Context: an optimization exercise on an open-source flow, tuned for small area, a short achievable clock period and few clock cycles per item. The choices shown serve that exercise and are no tape-out recipe.
Function was checked by simulation only, so behaviour that the tests miss may differ from the original.

### design/flow/run.sh
#!/bin/bash
# synth_recipe.tcl (not shown) runs the flow's synth.tcl, then flattens the netlist and writes it again
# the make line also repeats each setting of config.mk as NAME=value (left out here)
make -C /OpenROAD-flow-scripts/flow DESIGN_CONFIG=/design/flow/config.mk WORK_HOME=/design/flow/orfs CLKGATE_MAP_FILE= SYNTH_SCRIPT=/design/flow/synth_recipe.tcl finish
### design/flow/config.mk
export PLATFORM = sky130hd
export DESIGN_NAME = fxu
export DESIGN_NICKNAME = fxu
export VERILOG_FILES = /design/flow/design.v
export SDC_FILE = /design/flow/constraint.sdc
export NUM_CORES = 4
export LEC_CHECK = 0
export CAP_MARGIN = 20
export CORE_MARGIN = 2
export CORE_UTILIZATION = 40
export SLEW_MARGIN = 20
### design/flow/constraint.sdc
create_clock -name core_clock -period 13.0 [get_ports {clk}]
set_input_delay 2.6000 -clock core_clock [delete_from_list [all_inputs] [get_ports {clk}]]
set_output_delay 2.6000 -clock core_clock [all_outputs]
set_load 0.01 [all_outputs]
### design/flow/design.v
module fxu #(
    parameter integer   RADIX       = 16,        
    parameter [4:0]     ASSERT_MASK = 5'b00000   
) (
    input  wire        clk,
    input  wire        rst,           
    input  wire        req_valid,
    output wire        req_ready,
    input  wire [3:0]  req_op,
    input  wire [31:0] req_a,
    input  wire [31:0] req_b,
    output wire        rsp_valid,
    input  wire        rsp_ready,
    output wire [31:0] rsp_result,
    output wire [4:0]  rsp_flags,
    output wire        fault,
    output wire [4:0]  fault_flags
);
    localparam F = RADIX;
    localparam [3:0] OP_MUL   = 4'h1;
    localparam [3:0] OP_RECIP = 4'h2;
    localparam [3:0] OP_SQRT  = 4'h3;
    localparam [3:0] OP_FLOOR = 4'h4;
    localparam [3:0] OP_CEIL  = 4'h5;
    localparam [3:0] OP_TRUNC = 4'h6;
    localparam [3:0] OP_RDST  = 4'hC;
    localparam [3:0] OP_CLRST = 4'hD;
    localparam [3:0] OP_RDCFG = 4'hE;
    localparam [4:0] FL_OVF = 5'b00001;
    localparam [4:0] FL_UNF = 5'b00010;
    localparam [4:0] FL_DZ  = 5'b00100;
    localparam [4:0] FL_INV = 5'b01000;
    localparam [4:0] FL_ILL = 5'b10000;
    localparam [31:0] MAXMAG    = 32'h7FFFFFFF;
    localparam [31:0] SAT_NEG   = 32'h80000001;
    localparam [31:0] FRAC_MASK = (32'h1 << F) - 32'h1;
    localparam [31:0] INT_MASK  = ~FRAC_MASK;
    localparam [31:0] ONE       = 32'h1 << F;
    localparam [5:0]  RADIX_FIELD = F;
    localparam [31:0] CONFIG    = {8'h00, 8'h10, 3'b000, ASSERT_MASK, 2'b00, RADIX_FIELD};
    localparam [5:0]  DIV_LAST  = 2 * F;    
    localparam [5:0]  SQRT_LAST = 23;       
    localparam [2:0] S_IDLE = 3'd0;
    localparam [2:0] S_EXEC = 3'd1;
    localparam [2:0] S_DIV  = 3'd2;
    localparam [2:0] S_SQRT = 3'd3;
    localparam [2:0] S_DONE = 3'd4;
    localparam [2:0] S_RESP = 3'd5;
    reg  [2:0]  state;
    reg  [4:0]  status;
    reg         fault_q;
    reg  [4:0]  fcause_q;
    reg         rsp_valid_q;
    reg  [31:0] rsp_result_q;
    reg  [4:0]  rsp_flags_q;
    reg  [3:0]  op_q;
    reg  [31:0] a_q;
    reg  [31:0] b_q;
    reg  [5:0]  cnt;
    reg  [31:0] div_rem;     
    reg  [32:0] div_quo;     
    reg  [47:0] sq_rad;      
    reg  [24:0] sq_rem;      
    reg  [23:0] sq_root;
    assign req_ready   = (state == S_IDLE) && !fault_q && !rst;
    assign rsp_valid   = rsp_valid_q && !rst;
    assign rsp_result  = rsp_result_q;
    assign rsp_flags   = rsp_flags_q;
    assign fault       = fault_q;
    assign fault_flags = fcause_q;
    wire        sa = a_q[31];
    wire        sb = b_q[31];
    wire [31:0] ua = sa ? (~a_q + 32'd1) : a_q;    
    wire [31:0] ub = sb ? (~b_q + 32'd1) : b_q;
    wire [63:0] mul_p   = ua * ub;
    wire [63:0] mul_m   = mul_p >> F;
    wire        mul_s   = sa ^ sb;
    wire        mul_zero_op = (a_q == 32'd0) || (b_q == 32'd0);
    wire        mul_ovf = |mul_m[63:31];
    wire        mul_unf = (mul_m == 64'd0);
    reg  [31:0] mul_res;
    reg  [4:0]  mul_fl;
    always @(*) begin
        if (mul_zero_op) begin
            mul_res = 32'd0;
            mul_fl  = 5'b0;
        end else if (mul_ovf) begin
            mul_res = mul_s ? SAT_NEG : MAXMAG;
            mul_fl  = FL_OVF;
        end else if (mul_unf) begin
            mul_res = 32'd0;
            mul_fl  = FL_UNF;
        end else begin
            mul_res = mul_s ? (~mul_m[31:0] + 32'd1) : mul_m[31:0];
            mul_fl  = 5'b0;
        end
    end
    wire [31:0] floor_res = a_q & INT_MASK;
    wire [32:0] ceil_y    = {a_q[31], a_q} - 33'd1;
    wire [32:0] ceil_q    = ceil_y & {1'b1, INT_MASK};
    wire [32:0] ceil_c    = ceil_q + {1'b0, ONE};
    wire        ceil_ovf  = $signed(ceil_c) > $signed({1'b0, MAXMAG});
    wire [31:0] ceil_res  = ceil_ovf ? MAXMAG : ceil_c[31:0];
    wire [31:0] trunc_m   = ua & INT_MASK;
    wire [31:0] trunc_res = sa ? (~trunc_m + 32'd1) : trunc_m;
    wire        div_nbit  = (cnt == DIV_LAST);                 
    wire [32:0] div_shift = {div_rem, div_nbit};
    wire        div_ge    = div_shift >= {1'b0, ua};
    wire [32:0] div_next  = div_ge ? (div_shift - {1'b0, ua}) : div_shift;
    reg  [31:0] recip_res;
    reg  [4:0]  recip_fl;
    always @(*) begin
        if (a_q == 32'd0) begin
            recip_res = MAXMAG;
            recip_fl  = FL_DZ;
        end else if (div_quo > {1'b0, MAXMAG}) begin
            recip_res = sa ? SAT_NEG : MAXMAG;
            recip_fl  = FL_OVF;
        end else if (div_quo == 33'd0) begin
            recip_res = 32'd0;
            recip_fl  = FL_UNF;
        end else begin
            recip_res = sa ? (~div_quo[31:0] + 32'd1) : div_quo[31:0];
            recip_fl  = 5'b0;
        end
    end
    wire [26:0] sq_shift = {sq_rem, sq_rad[47:46]};
    wire [26:0] sq_trial = {1'b0, sq_root, 2'b01};
    wire        sq_ge    = sq_shift >= sq_trial;
    wire [26:0] sq_sub   = sq_shift - sq_trial;
    wire [31:0] sqrt_res = sa ? 32'd0 : {8'd0, sq_root};
    wire [4:0]  sqrt_fl  = sa ? FL_INV : 5'b0;
    reg  [31:0] exec_res;
    reg  [4:0]  exec_fl;
    reg  [4:0]  exec_clr;
    always @(*) begin
        exec_clr = 5'b0;
        case (op_q)
            OP_MUL:   begin exec_res = mul_res;            exec_fl = mul_fl; end
            OP_FLOOR: begin exec_res = floor_res;          exec_fl = 5'b0;   end
            OP_CEIL:  begin exec_res = ceil_res;           exec_fl = ceil_ovf ? FL_OVF : 5'b0; end
            OP_TRUNC: begin exec_res = trunc_res;          exec_fl = 5'b0;   end
            OP_RDST:  begin exec_res = {27'd0, status};    exec_fl = 5'b0;   end
            OP_CLRST: begin exec_res = {27'd0, status};    exec_fl = 5'b0;   exec_clr = a_q[4:0]; end
            OP_RDCFG: begin exec_res = CONFIG;             exec_fl = 5'b0;   end
            default:  begin exec_res = 32'd0;              exec_fl = FL_ILL; end
        endcase
    end
    reg  [31:0] fin_res;
    reg  [4:0]  fin_fl;
    reg  [4:0]  fin_clr;
    always @(*) begin
        if (state == S_DONE) begin
            fin_clr = 5'b0;
            if (op_q == OP_RECIP) begin
                fin_res = recip_res;
                fin_fl  = recip_fl;
            end else begin
                fin_res = sqrt_res;
                fin_fl  = sqrt_fl;
            end
        end else begin
            fin_res = exec_res;
            fin_fl  = exec_fl;
            fin_clr = exec_clr;
        end
    end
    wire finish = (state == S_DONE) ||
                  (state == S_EXEC && op_q != OP_RECIP && op_q != OP_SQRT);
    always @(posedge clk) begin
        if (rst) begin
            state       <= S_IDLE;
            status      <= 5'b0;
            fault_q     <= 1'b0;
            fcause_q    <= 5'b0;
            rsp_valid_q <= 1'b0;
        end else begin
            case (state)
                S_IDLE: begin
                    if (req_valid && !fault_q)
                        state <= S_EXEC;
                end
                S_EXEC: begin
                    if (op_q == OP_RECIP)
                        state <= S_DIV;
                    else if (op_q == OP_SQRT)
                        state <= S_SQRT;
                end
                S_DIV, S_SQRT: begin
                    if (cnt == 6'd0)
                        state <= S_DONE;
                end
                S_RESP: begin
                    if (rsp_ready) begin
                        rsp_valid_q <= 1'b0;
                        state       <= S_IDLE;
                    end
                end
                default: ;
            endcase
            if (finish) begin
                status <= (status & ~fin_clr) | fin_fl;
                if ((fin_fl & ASSERT_MASK) != 5'b0) begin
                    fault_q  <= 1'b1;
                    fcause_q <= fin_fl;
                    state    <= S_IDLE;
                end else begin
                    rsp_result_q <= fin_res;
                    rsp_flags_q  <= fin_fl;
                    rsp_valid_q  <= 1'b1;
                    state        <= S_RESP;
                end
            end
        end
    end
    always @(posedge clk) begin
        if (state == S_IDLE && req_valid) begin
            op_q <= req_op;
            a_q  <= req_a;
            b_q  <= req_b;
        end
        if (state == S_EXEC) begin
            div_rem <= 32'd0;
            div_quo <= 33'd0;
            sq_rad  <= {16'd0, a_q} << F;
            sq_rem  <= 25'd0;
            sq_root <= 24'd0;
            cnt     <= (op_q == OP_RECIP) ? DIV_LAST : SQRT_LAST;
        end else if (state == S_DIV) begin
            div_rem <= div_next[31:0];
            div_quo <= {div_quo[31:0], div_ge};
            cnt     <= cnt - 6'd1;
        end else if (state == S_SQRT) begin
            sq_rad  <= {sq_rad[45:0], 2'b00};
            sq_rem  <= sq_ge ? sq_sub[24:0] : sq_shift[24:0];
            sq_root <= {sq_root[22:0], sq_ge};
            cnt     <= cnt - 6'd1;
        end
    end
endmodule
==> impl_metrics.env <==
export IMPL_postCtsSetupRepairBufs=0
export IMPL_synth_xor_area_share_pct=4.56
export IMPL_regArea_sq_um=6760
export IMPL_clk_latency_ps=610
export IMPL_die_x_um=361
export IMPL_fin_nets=7370
export IMPL_grt_pass1_wl_mm=271
export IMPL_skew_ps=33.2
export IMPL_critical_path_class="reg -> reg"
export IMPL_synth_fa_ha_area_share_pct=43.3
export IMPL_routedWlPerCell_um=22.8
export IMPL_synth_seq_cells=266
export IMPL_synth_cell_type_count=97
export IMPL_grt_max_degree=73
export IMPL_worst_pin_slew_ps=1130
export IMPL_fin_crit_sh_pct=96.3
export IMPL_critical_path_max_stage_delay_ps=590
export IMPL_grt_pass1_vias=44000
export IMPL_area_growth_synth_to_final_pct=9.84
export IMPL_num_rows=130
export IMPL_cp_max_fo=20
export IMPL_hpwlAfterDp_mm=143
export IMPL_ys_warn_count=1
export IMPL_io_pins=117
export IMPL_drtIter0Drc=3597
export IMPL_synth_edf_count=143
export IMPL_yosys_top_cells_area="fa_1, edfxtp_1, ha_1, inv_1, nand2_1"
export IMPL_synth_top_family_by_area="adder cells"
export IMPL_yosysMostFrequentCell="inv_1"
export IMPL_muxShareOfSynthArea_pct=0.244
export IMPL_clock_fmax_mhz=79.9
export IMPL_cts_max_path_buffers=3
export IMPL_yosys_area_top_type_share_pct=35.3
export IMPL_synth_common_cells="inv_1, fa_1, nand2_1"
export IMPL_min_path_type="reg -> reg"
export IMPL_design_area_sq_um=55900
export IMPL_syn_avg_cell_area_sq_um=8.39
export IMPL_drive_above_1_share_pct=5.65
export IMPL_cts_buffers=37
export IMPL_n_fill_cell=12600
export IMPL_numPortBuffers=110
export IMPL_worstPathArrival_ps=12850
export IMPL_status="timing/DRC/antenna clean"
export IMPL_yosys_area_top_type="fa_1"
export IMPL_dpl_cell_area_sq_um=54500
export IMPL_track_usage_pct=27.4
export IMPL_hold_viol=0
export IMPL_cp_start_kind="flop"
export IMPL_cts_num_sinks=266
export IMPL_initial_utilization_pct=40.4
export IMPL_dieHeight_um=361
export IMPL_critPathCaptureType="flop"
export IMPL_slew_headroom_pct=23.8
export IMPL_setup_viol=0
export IMPL_fin_crit_ps=12520
export IMPL_ant_nets=0
export IMPL_drv_cap=0
export IMPL_tritoncts="built"
export IMPL_ys_seq_area_share_pct=13.3
export IMPL_slowest_stage="or4_4"
export IMPL_via_per_inst=5.53
export IMPL_drc=0
export IMPL_fp_dieArea_sq_um=130000
export IMPL_globalplace_congestion=0.977
export IMPL_cpMostUsedCell="fa_1"
export IMPL_synth_compound_area_share_pct=11.1
export IMPL_overflow=0
export IMPL_synth_simple_gate_area_share_pct=17.2
export IMPL_first_pass_iters=6
export IMPL_netlist_area_sq_um=50900
export IMPL_finalWirelength_mm=176
export IMPL_antenna_found_initial=3
export IMPL_cp_required_ps=13330
export IMPL_coreArea_sq_um=126000
export IMPL_synthCells=6062
export IMPL_root_buffer="clkbuf_16"
export IMPL_clk_pin_slew_ps=60
export IMPL_drv_slew=0
export IMPL_async_flop_share_pct=0
export IMPL_synthFlopType="edfxtp_1"
export IMPL_cp_top_family="simple AND/OR/NAND/NOR gates"
export IMPL_critPathBufInv=3
export IMPL_vias=42900
export IMPL_multiInputGateArea_sq_um=39300
export IMPL_htreeDepth=2
-- area by class of cell --
cell class,count,area share (%)
clock buffers,46,1.79
multi-input cells,4420,70.3
inverters,1062,7.15
well taps,1650,3.70
flip-flops and latches,266,12.1
clock inverters,22,0.547
repair buffers,288,4.42
diodes,1,0.00448
-- stage by stage --
step | cells | utilization, % | hold WS (ps) | setup slack, ps | TNS [ps]
after detailed placement | 7685 | 43.3 | 464 | 22.2 | 0
final | 7755 | 44.4 | 474 | 482 | 0
after floorplan | 6067 | - | 432 | 1510 | 0
after global routing | 7754 | 44.4 | 495 | -1.55 | -1.55
after global placement | 7684 | 43.3 | 450 | 216 | 0
after CTS | 7753 | 44.3 | 478 | 29.0 | 0
-- tightest hold or removal path, cell delays in order (launching register included) --
cell and delay (ps):
dfxtp_1 330, nand2_1 50, o21ai_0 60
-- cells by family after synthesis --
| group | count (synthesis) |
|---|---|
| AO/OA/AOI/OAI | 863 |
| XOR/XNOR | 263 |
| adder cells (fa/ha/maj) | 1223 |
| buffers and inverters | 1381 |
| flip-flops | 266 |
| multiplexers | 12 |
| other | 1 |
| AND/OR/NAND/NOR | 2053 |
-- layer usage --
layer / GRT usage, % / share of wire, % / vias up
met1: 35.9 / 41 / 21700
met4: 11.9 / 5.0 / 2
li1: - / - / 19200
met3: 5.16 / 8.0 / 363
met2: 44.2 / 46 / 1702
met5: 0 / 0.0085 / -
-- layout by cell type (no fill, tap or decap), drive strengths merged, types with 32 or more instances in the layout --
| cell | instances |
|---|---|
| nand3 | 47 |
| clkbuf | 46 |
| a21oi | 241 |
| nand2 | 831 |
| a211oi | 34 |
| a21o | 59 |
| ha | 327 |
| clkdlybuf4s50 | 110 |
| nor4 | 32 |
| inv | 1048 |
| dfxtp | 123 |
| fa | 896 |
| a31oi | 42 |
| nor2 | 818 |
| o21ai | 174 |
| nor3 | 81 |
| nand4 | 44 |
| edfxtp | 143 |
| xor2 | 93 |
| xnor2 | 170 |
| o22ai | 35 |
| buf | 178 |
| nand2b | 37 |
-- registers in the layout, indices dropped and copies added (netlist names) --
name          count
sq_rad           32
rsp_flags_q       5
rsp_result_q     32
a_q              32
cnt               6
b_q              32
div_rem          32
sq_root          24
div_quo          33
op_q              4
sq_rem           25
rsp_valid_q       1
status            5
state             3
-- worst paths after layout --
check | startpoint | endpoint | slack, ps | cells after the start
hold reg to reg | sq_rem[23]$_SDFFE_PP0P_ | sq_rem[23]$_SDFFE_PP0P_ | 470 | 2
setup / recovery | b_q[7]$_DFFE_PP_ | rsp_result_q[20]$_DFFE_PP_ | 480 | 34
hold / removal | sq_rem[23]$_SDFFE_PP0P_ | sq_rem[23]$_SDFFE_PP0P_ | 470 | 2
setup reg to reg | b_q[7]$_DFFE_PP_ | rsp_result_q[20]$_DFFE_PP_ | 480 | 34
-- what timing repair did --
action,CTS,global route
pin swaps,0,0
hold buffers,0,0
endpoints found under the hold margin,0,0
endpoints found under the setup margin,5,31
resized for setup,1,7
Testbench counts, summed over its fixed seeds: cycles 162,310, items 16,000.

## static timing again, ports no longer ideal
The results above use ideal ports. As a check the final layout listed here was re-extracted and re-timed, cells and wires unchanged.
Step 1 sets driving cells, clkbuf_16 on the clock port and buf_2 on the other inputs (assumed; they add their load-dependent delay and slew).
Step 2 adds t to the input delays and takes it off the output delays; t is the mean of the earliest and latest rising clock arrival at the registers after step 1. Input paths then give back, and output paths get back, about the clock's delay inside the block.
a / b / c = ideal ports / drivers / drivers and shift; a / b = the first two.
t (ns): 0.676
setup slack, ns: 0.482 / 0.482 / 0.482
worst setup path at the end: register to register
pins driven straight from the clock port: 1
After both steps this run still meets setup and hold. The setup slack of this run moves by 0.000 ns with the drivers and by 0.000 ns with both steps.
